Background: an optimization exercise with open tools, aiming at small area, a short achievable clock period and few clock cycles per item. Do not read the settings as production practice. RTL that was checked went through simulation tests only; none was proved equivalent to the original. Power figures rest on the tool's default switching activity, not on a simulated workload.

==> v28: inputs <==
## nio61_proc
module nio61_proc (
    input  wire        clk,
    input  wire        rst,
    input  wire        in_valid,
    output wire        in_ready,
    input  wire [7:0]  in_len,
    input  wire [95:0] in_frame,
    output wire        out_valid,
    input  wire        out_ready,
    output wire        out_err,
    output wire [31:0] out_data
);
export LEC_CHECK = 0
export ABC_AREA = 1
export ABC_CLOCK_PERIOD_IN_PS = 3700
export CAP_MARGIN = 20
export CORE_MARGIN = 2
export CORE_UTILIZATION = 40
export CTS_BUF_LIST = sky130_fd_sc_hd__clkbuf_4 sky130_fd_sc_hd__clkbuf_8
export CTS_CLUSTER_DIAMETER = 50
export CTS_CLUSTER_SIZE = 15
export PLACE_DENSITY = 0.6
export SETUP_SLACK_MARGIN = 2.6
export SLEW_MARGIN = 20
export SYNTH_HIERARCHICAL = 1
export SYNTH_MINIMUM_KEEP_SIZE = 0
create_clock -name core_clock -period 6.0 [get_ports {clk}]
standard.sh (not shown) runs the stock make flow with config.mk's settings and CLKGATE_MAP_FILE= SYNTH_SCRIPT=/design/flow/synth_recipe.tcl, a recipe that flattens the netlist after the stock synthesis.
==> flow/flow/run.sh <==
#!/bin/bash
# Layout: the standard flow (standard.sh) with two changes:
#  - synthesis maps the XOR gate module of the checksum network with ABC's
#    speed script (synth_x2.tcl); all else as in the standard synthesis;
#  - the port buffers are sky130_fd_sc_hd__buf_2 cells.
set -euo pipefail
W=$PWD
bash standard.sh SYNTH_SCRIPT=$W/flow/synth_x2.tcl \
  "BUFFER_PORTS_ARGS=-buffer_cell sky130_fd_sc_hd__buf_2" finish > $W/flow.log 2>&1
==> flow/flow/synth_x2.tcl <==
# The standard synthesis (synth_recipe.tcl) with one change: the one-gate
# module nio61_x2 (an XOR), of which the checksum network is built, is mapped
# with ABC's speed script, which maps it to an XOR cell; every other module
# is mapped with the script the flow settings select, exactly as in the
# standard synthesis.  Registers are untouched.
proc synth {args} { yosys synth -nofsm -noshare {*}$args }
proc abc {args} {
  set i [lsearch -exact $args -script]
  set speed [lreplace $args [expr {$i + 1}] [expr {$i + 1}] $::env(SCRIPTS_DIR)/abc_speed.script]
  yosys abc {*}$args nio61_proc nio61_crc
  yosys abc {*}$speed nio61_x2
}
source $::env(SCRIPTS_DIR)/synth.tcl
# left out here: clear keep_hierarchy, flatten, clean up, hide names made inside functions, write 1_2_yosys.v
==> inputs of v33, as changes to v28 <==
Settings changed: CTS_CLUSTER_DIAMETER 50 to 60, CTS_CLUSTER_SIZE 15 to 20, PLACE_DENSITY 0.6 to 0.75.
==> inputs of v22, as changes to v28 <==
Settings changed: CTS_CLUSTER_DIAMETER 50 to default, CTS_CLUSTER_SIZE 15 to default, SETUP_SLACK_MARGIN 2.6 to 2.45.
==> inputs of v27, as changes to v28 <==
Settings changed: CTS_BUF_LIST sky130_fd_sc_hd__clkbuf_4 sky130_fd_sc_hd__clkbuf_8 to sky130_fd_sc_hd__clkbuf_8 sky130_fd_sc_hd__clkbuf_16, CTS_CLUSTER_DIAMETER 50 to 100, CTS_CLUSTER_SIZE 15 to 30.
==> qor summary <==
                                                                   v27          v22          v33          v28
Outcome                                       timing/DRC/antenna clean  timing/DRC/antenna clean  timing/DRC/antenna clean  timing/DRC/antenna clean
Vias in the first global route                                   14.4k        14.8k        13.7k        14.5k
Number of vias per cell                                           4.74         4.72         4.67         4.71
Layout multi-input combinational cell count                       1643         1638         1641         1643
Initial antenna violation count                                      0            1            1            0
Proportion of cell area occupied by multi-input gates            43.1%        41.6%        42.7%        42.3%
Transition time at the pin with the least slew margin         0.741 ns     0.891 ns     0.967 ns     0.721 ns
Placed instance area                                       21700 sq um  21700 sq um  21700 sq um  21700 sq um
Final setup skew                                             0.0221 ns    0.0223 ns    0.0277 ns    0.0451 ns
WP data required                                               6.29 ns      6.36 ns      6.37 ns      6.34 ns
Wire length of the first global-routing pass                  70600 um     72400 um     65400 um     71200 um
Worst flop-to-flop path startpoint                            vm_q1[4]     vm_q3[6]     vm_q1[4]     vm_q1[5]
Synth-to-Final Area Change                                       14.1%        13.3%        13.0%        14.5%
Initial DRC count                                                  646          624          818          632
Layout Utilization                                               46.2%        45.9%        45.7%        46.4%
Shortest clock period the worst path allows after layout       3.29 ns      3.44 ns      3.33 ns      3.35 ns
Clock Pin Slew Worst Setup and Hold Paths                      0.10 ns      0.06 ns      0.12 ns      0.09 ns
Number of cells in the finished layout apart from fillers         3152         3186         3151         3181
Met1 usage in global routing                                     19.9%        20.4%        18.1%        20.0%
Testbench counts of v28, summed over its fixed seeds: cycles 16,064, items 16,000.
Testbench counts of v33, summed over its fixed seeds: cycles 16,064, items 16,000.
Testbench counts of v22, summed over its fixed seeds: cycles 16,064, items 16,000.
Testbench counts of v27, summed over its fixed seeds: cycles 16,064, items 16,000.

---

==> inputs of job 2759 <==
Another version of the RTL of nio61_proc (not shown whole).
## nio61_proc
module nio61_proc (
    input  wire        clk,
    input  wire        rst,
    input  wire        in_valid,
    output wire        in_ready,
    input  wire [7:0]  in_len,
    input  wire [95:0] in_frame,
    output wire        out_valid,
    input  wire        out_ready,
    output wire        out_err,
    output wire [31:0] out_data
);
export LEC_CHECK = 0
export ABC_AREA = 1
export ABC_CLOCK_PERIOD_IN_PS = 3700
export CAP_MARGIN = 20
export CORE_MARGIN = 2
export CORE_UTILIZATION = 40
export CTS_BUF_LIST = sky130_fd_sc_hd__clkbuf_4
export PLACE_DENSITY = 0.6
export SETUP_SLACK_MARGIN = 2.6
export SLEW_MARGIN = 20
export SYNTH_HIERARCHICAL = 1
export SYNTH_MINIMUM_KEEP_SIZE = 0
create_clock -name core_clock -period 6.0 [get_ports {clk}]
Scripts as last shown in full above: flow/flow/run.sh, flow/flow/synth_x2.tcl
==> job 4204 (differences from job 2759) <==
--- a/flow/design.v
+++ b/flow/design.v
@@ -339,30 +339,30 @@
     reg  sgn_q13;
     reg  cb_q13;
     reg  [3:0] dd_q13;
     reg  [3:0] rem_q13;
     reg  [2:0] vm_q13;
     reg  sat_q13;
     reg  [12:0] p_q13;
-    wire v_q14;
-    wire err_q14;
-    wire [8:0] low9_q14;
-    wire sgn_q14;
-    wire cb_q14;
-    wire [3:0] dd_q14;
-    wire [2:0] rem_q14;
-    wire [1:0] vm_q14;
-    wire sat_q14;
-    wire [13:0] p_q14;
-    reg  v_q15;
-    reg  err_q15;
-    reg  [8:0] low9_q15;
-    reg  sgn_q15;
-    reg  cb_q15;
-    reg  [14:0] p_q15;
+    reg  v_q14;
+    reg  err_q14;
+    reg  [8:0] low9_q14;
+    reg  sgn_q14;
+    reg  cb_q14;
+    reg  [3:0] dd_q14;
+    reg  [2:0] rem_q14;
+    reg  [1:0] vm_q14;
+    reg  sat_q14;
+    reg  [13:0] p_q14;
+    wire v_q15;
+    wire err_q15;
+    wire [8:0] low9_q15;
+    wire sgn_q15;
+    wire cb_q15;
+    wire [14:0] p_q15;
     wire g0_0_0 = !rem_q0[0] && vm_q0[0];  wire p0_0_0 = !rem_q0[0] || vm_q0[0];
     wire g0_1_0 = !rem_q0[1] && vm_q0[1];  wire p0_1_0 = !rem_q0[1] || vm_q0[1];
     wire g0_2_0 = !rem_q0[2] && vm_q0[2];  wire p0_2_0 = !rem_q0[2] || vm_q0[2];
     wire g0_3_0 = !rem_q0[3] && vm_q0[3];  wire p0_3_0 = !rem_q0[3] || vm_q0[3];
     wire g0_4_0 = !rem_q0[4] && vm_q0[4];  wire p0_4_0 = !rem_q0[4] || vm_q0[4];
     wire g0_5_0 = !rem_q0[5] && vm_q0[5];  wire p0_5_0 = !rem_q0[5] || vm_q0[5];
     wire g0_6_0 = !rem_q0[6] && vm_q0[6];  wire p0_6_0 = !rem_q0[6] || vm_q0[6];
@@ -1319,43 +1319,39 @@
     assign sgn_q12 = sgn_c12;
     assign cb_q12 = cb_c12;
     assign dd_q12 = dd_c12;
     assign rem_q12 = rem_c12;
     assign vm_q12 = vm_c12;
     assign sat_q12 = sat_c12;
     assign p_q12 = p_c12;
-    assign v_q14 = v_c14;
-    assign err_q14 = err_c14;
-    assign low9_q14 = low9_c14;
-    assign sgn_q14 = sgn_c14;
-    assign cb_q14 = cb_c14;
-    assign dd_q14 = dd_c14;
-    assign rem_q14 = rem_c14;
-    assign vm_q14 = vm_c14;
-    assign sat_q14 = sat_c14;
-    assign p_q14 = p_c14;
+    assign v_q15 = v_c15;
+    assign err_q15 = err_c15;
+    assign low9_q15 = low9_c15;
+    assign sgn_q15 = sgn_c15;
+    assign cb_q15 = cb_c15;
+    assign p_q15 = p_c15;
     always @(posedge clk) begin
         if (rst) begin
             v_q1 <= 1'b0;
             v_q3 <= 1'b0;
             v_q5 <= 1'b0;
             v_q7 <= 1'b0;
             v_q9 <= 1'b0;
             v_q11 <= 1'b0;
             v_q13 <= 1'b0;
-            v_q15 <= 1'b0;
+            v_q14 <= 1'b0;
         end else if (en) begin
             v_q1 <= v_c1;
             v_q3 <= v_c3;
             v_q5 <= v_c5;
             v_q7 <= v_c7;
             v_q9 <= v_c9;
             v_q11 <= v_c11;
             v_q13 <= v_c13;
-            v_q15 <= v_c15;
+            v_q14 <= v_c14;
         end
     end
     always @(posedge clk) begin
         if (en && v_c1) begin
             err_q1 <= err_c1;
             low9_q1 <= low9_c1;
             sgn_q1 <= sgn_c1;
@@ -1441,20 +1437,24 @@
             rem_q13 <= rem_c13;
             vm_q13 <= vm_c13;
             sat_q13 <= sat_c13;
             p_q13 <= p_c13;
         end
     end
     always @(posedge clk) begin
-        if (en && v_c15) begin
-            err_q15 <= err_c15;
-            low9_q15 <= low9_c15;
-            sgn_q15 <= sgn_c15;
-            cb_q15 <= cb_c15;
-            p_q15 <= p_c15;
+        if (en && v_c14) begin
+            err_q14 <= err_c14;
+            low9_q14 <= low9_c14;
+            sgn_q14 <= sgn_c14;
+            cb_q14 <= cb_c14;
+            dd_q14 <= dd_c14;
+            rem_q14 <= rem_c14;
+            vm_q14 <= vm_c14;
+            sat_q14 <= sat_c14;
+            p_q14 <= p_c14;
         end
     end
     assign out_valid = v_q15;
     assign out_err   = err_q15 || cb_q15;
     assign out_data  = {!out_err, 2'b00, sgn_q15 && !cb_q15, p_q15 & {15{!cb_q15}}, 4'd0,
                         cb_q15 ? 9'd3 : low9_q15};
 endmodule
--- a/flow/config.mk
+++ b/flow/config.mk
@@ -6,13 +6,13 @@
 export NUM_CORES = 4
 export LEC_CHECK = 0
 export ABC_AREA = 1
 export ABC_CLOCK_PERIOD_IN_PS = 3700
 export CAP_MARGIN = 20
 export CORE_MARGIN = 2
 export CORE_UTILIZATION = 40
-export CTS_BUF_LIST = sky130_fd_sc_hd__clkbuf_4
+export CTS_BUF_LIST = sky130_fd_sc_hd__clkbuf_4 sky130_fd_sc_hd__clkbuf_8
 export PLACE_DENSITY = 0.6
 export SETUP_SLACK_MARGIN = 2.6
 export SLEW_MARGIN = 20
 export SYNTH_HIERARCHICAL = 1
 export SYNTH_MINIMUM_KEEP_SIZE = 0
==> run notes <==
- Clk Latency, worst-skew pair: 0.63 ns
- Crit. Startpoint: in_frame[55]
- FF/Latch Area: 0.0102 mm^2
- Post-layout util: 46.9%
- DR WL/cell: 15.1 um
- Met1 Resource Use GR: around 23%
- Final Total Pwr: between 7 and 8 mW
- Clock network area share: 4.31%
- Outcome: timing/DRC/antenna clean
- GRT Util Overall: 18.6%
- Critical Path AT: about 3.7 ns
[end of results for job 4204]
==> run notes <==
- Met1 Resource Use GR: a little under a quarter
- Post-DP HPWL: 41100 um
- Clk Latency, worst-skew pair: approximately 0.81 ns
- Final Total Pwr: roughly 7.5 mW
- Worst Path Max Fanout: 5
- Post-synthesis instance total: 2526
- Busiest grt layer: met2
- Top post-synthesis cells by area: edfxtp_1 (46%), xor2_1 (16%), nand2_1 (12%)
- GR Util met3: 3.53%
- DR WL/cell: 14.7 um
- HP Class: reg2reg
- Crit. Startpoint: in_frame[44]
- Die H: 236 um
- Final GP Congestion: 0.907
- Critical Path AT: 3.85 ns
- GRT Util Overall: 18.9%
- FF/Latch Area: 0.00998 mm^2
- Outcome: timing/DRC/antenna clean
[end of results for job 2759]
Testbench counts of job 4204, summed over its fixed seeds: cycles 16,064, items 16,000.
The RTL of job 2759 was laid out without a check of its function.

-- separate check: timing with driven ports --
No port has a modelled driver above. Below, the same layouts with a new extraction and two added sets of constraints. Step 1 sets driving cells, clkbuf_16 on the clock port and buf_2 on the other inputs (assumed; they add their load-dependent delay and slew). Step 2, shift: input delay + t, output delay - t, t = (earliest + latest rising clock arrival at the registers) / 2. This alone moves slack from input paths to output paths. a / b / c = ideal / step 1 / step 2; a / b = the first two.
| run | shift t [ns] | slack for setup (ns) | hold slack, ns | clock arrival spread, ns | worst register clock-pin slew, ns |
|---|---|---|---|---|---|
| v28 | 0.631 | 2.654 / 2.687 / 2.056 | 0.393 / 0.393 / 0.393 | 0.058 / 0.059 | 0.09 / 0.09 |
| v33 | 0.631 | 2.675 / 2.704 / 2.074 | 0.399 / 0.399 / 0.399 | 0.030 / 0.031 | 0.12 / 0.12 |
| v22 | 0.669 | 2.563 / 2.592 / 1.924 | 0.415 / 0.415 / 0.415 | 0.024 / 0.023 | 0.06 / 0.06 |
| v27 | 0.565 | 2.714 / 2.746 / 2.181 | 0.425 / 0.425 / 0.425 | 0.022 / 0.022 | 0.11 / 0.11 |
| job 2759 | 0.843 | 2.712 / 2.742 / 1.899 | 0.404 / 0.404 / 0.404 | 0.040 / 0.041 | 0.08 / 0.08 |
| job 4204 | 0.671 | 2.687 / 2.716 / 2.045 | 0.398 / 0.398 / 0.398 | 0.034 / 0.034 | 0.07 / 0.07 |
After both steps every run listed still meets setup and hold. For job 2759, which loses most, drivers alone change the setup slack by +0.030 ns; drivers and shift together by -0.813 ns.
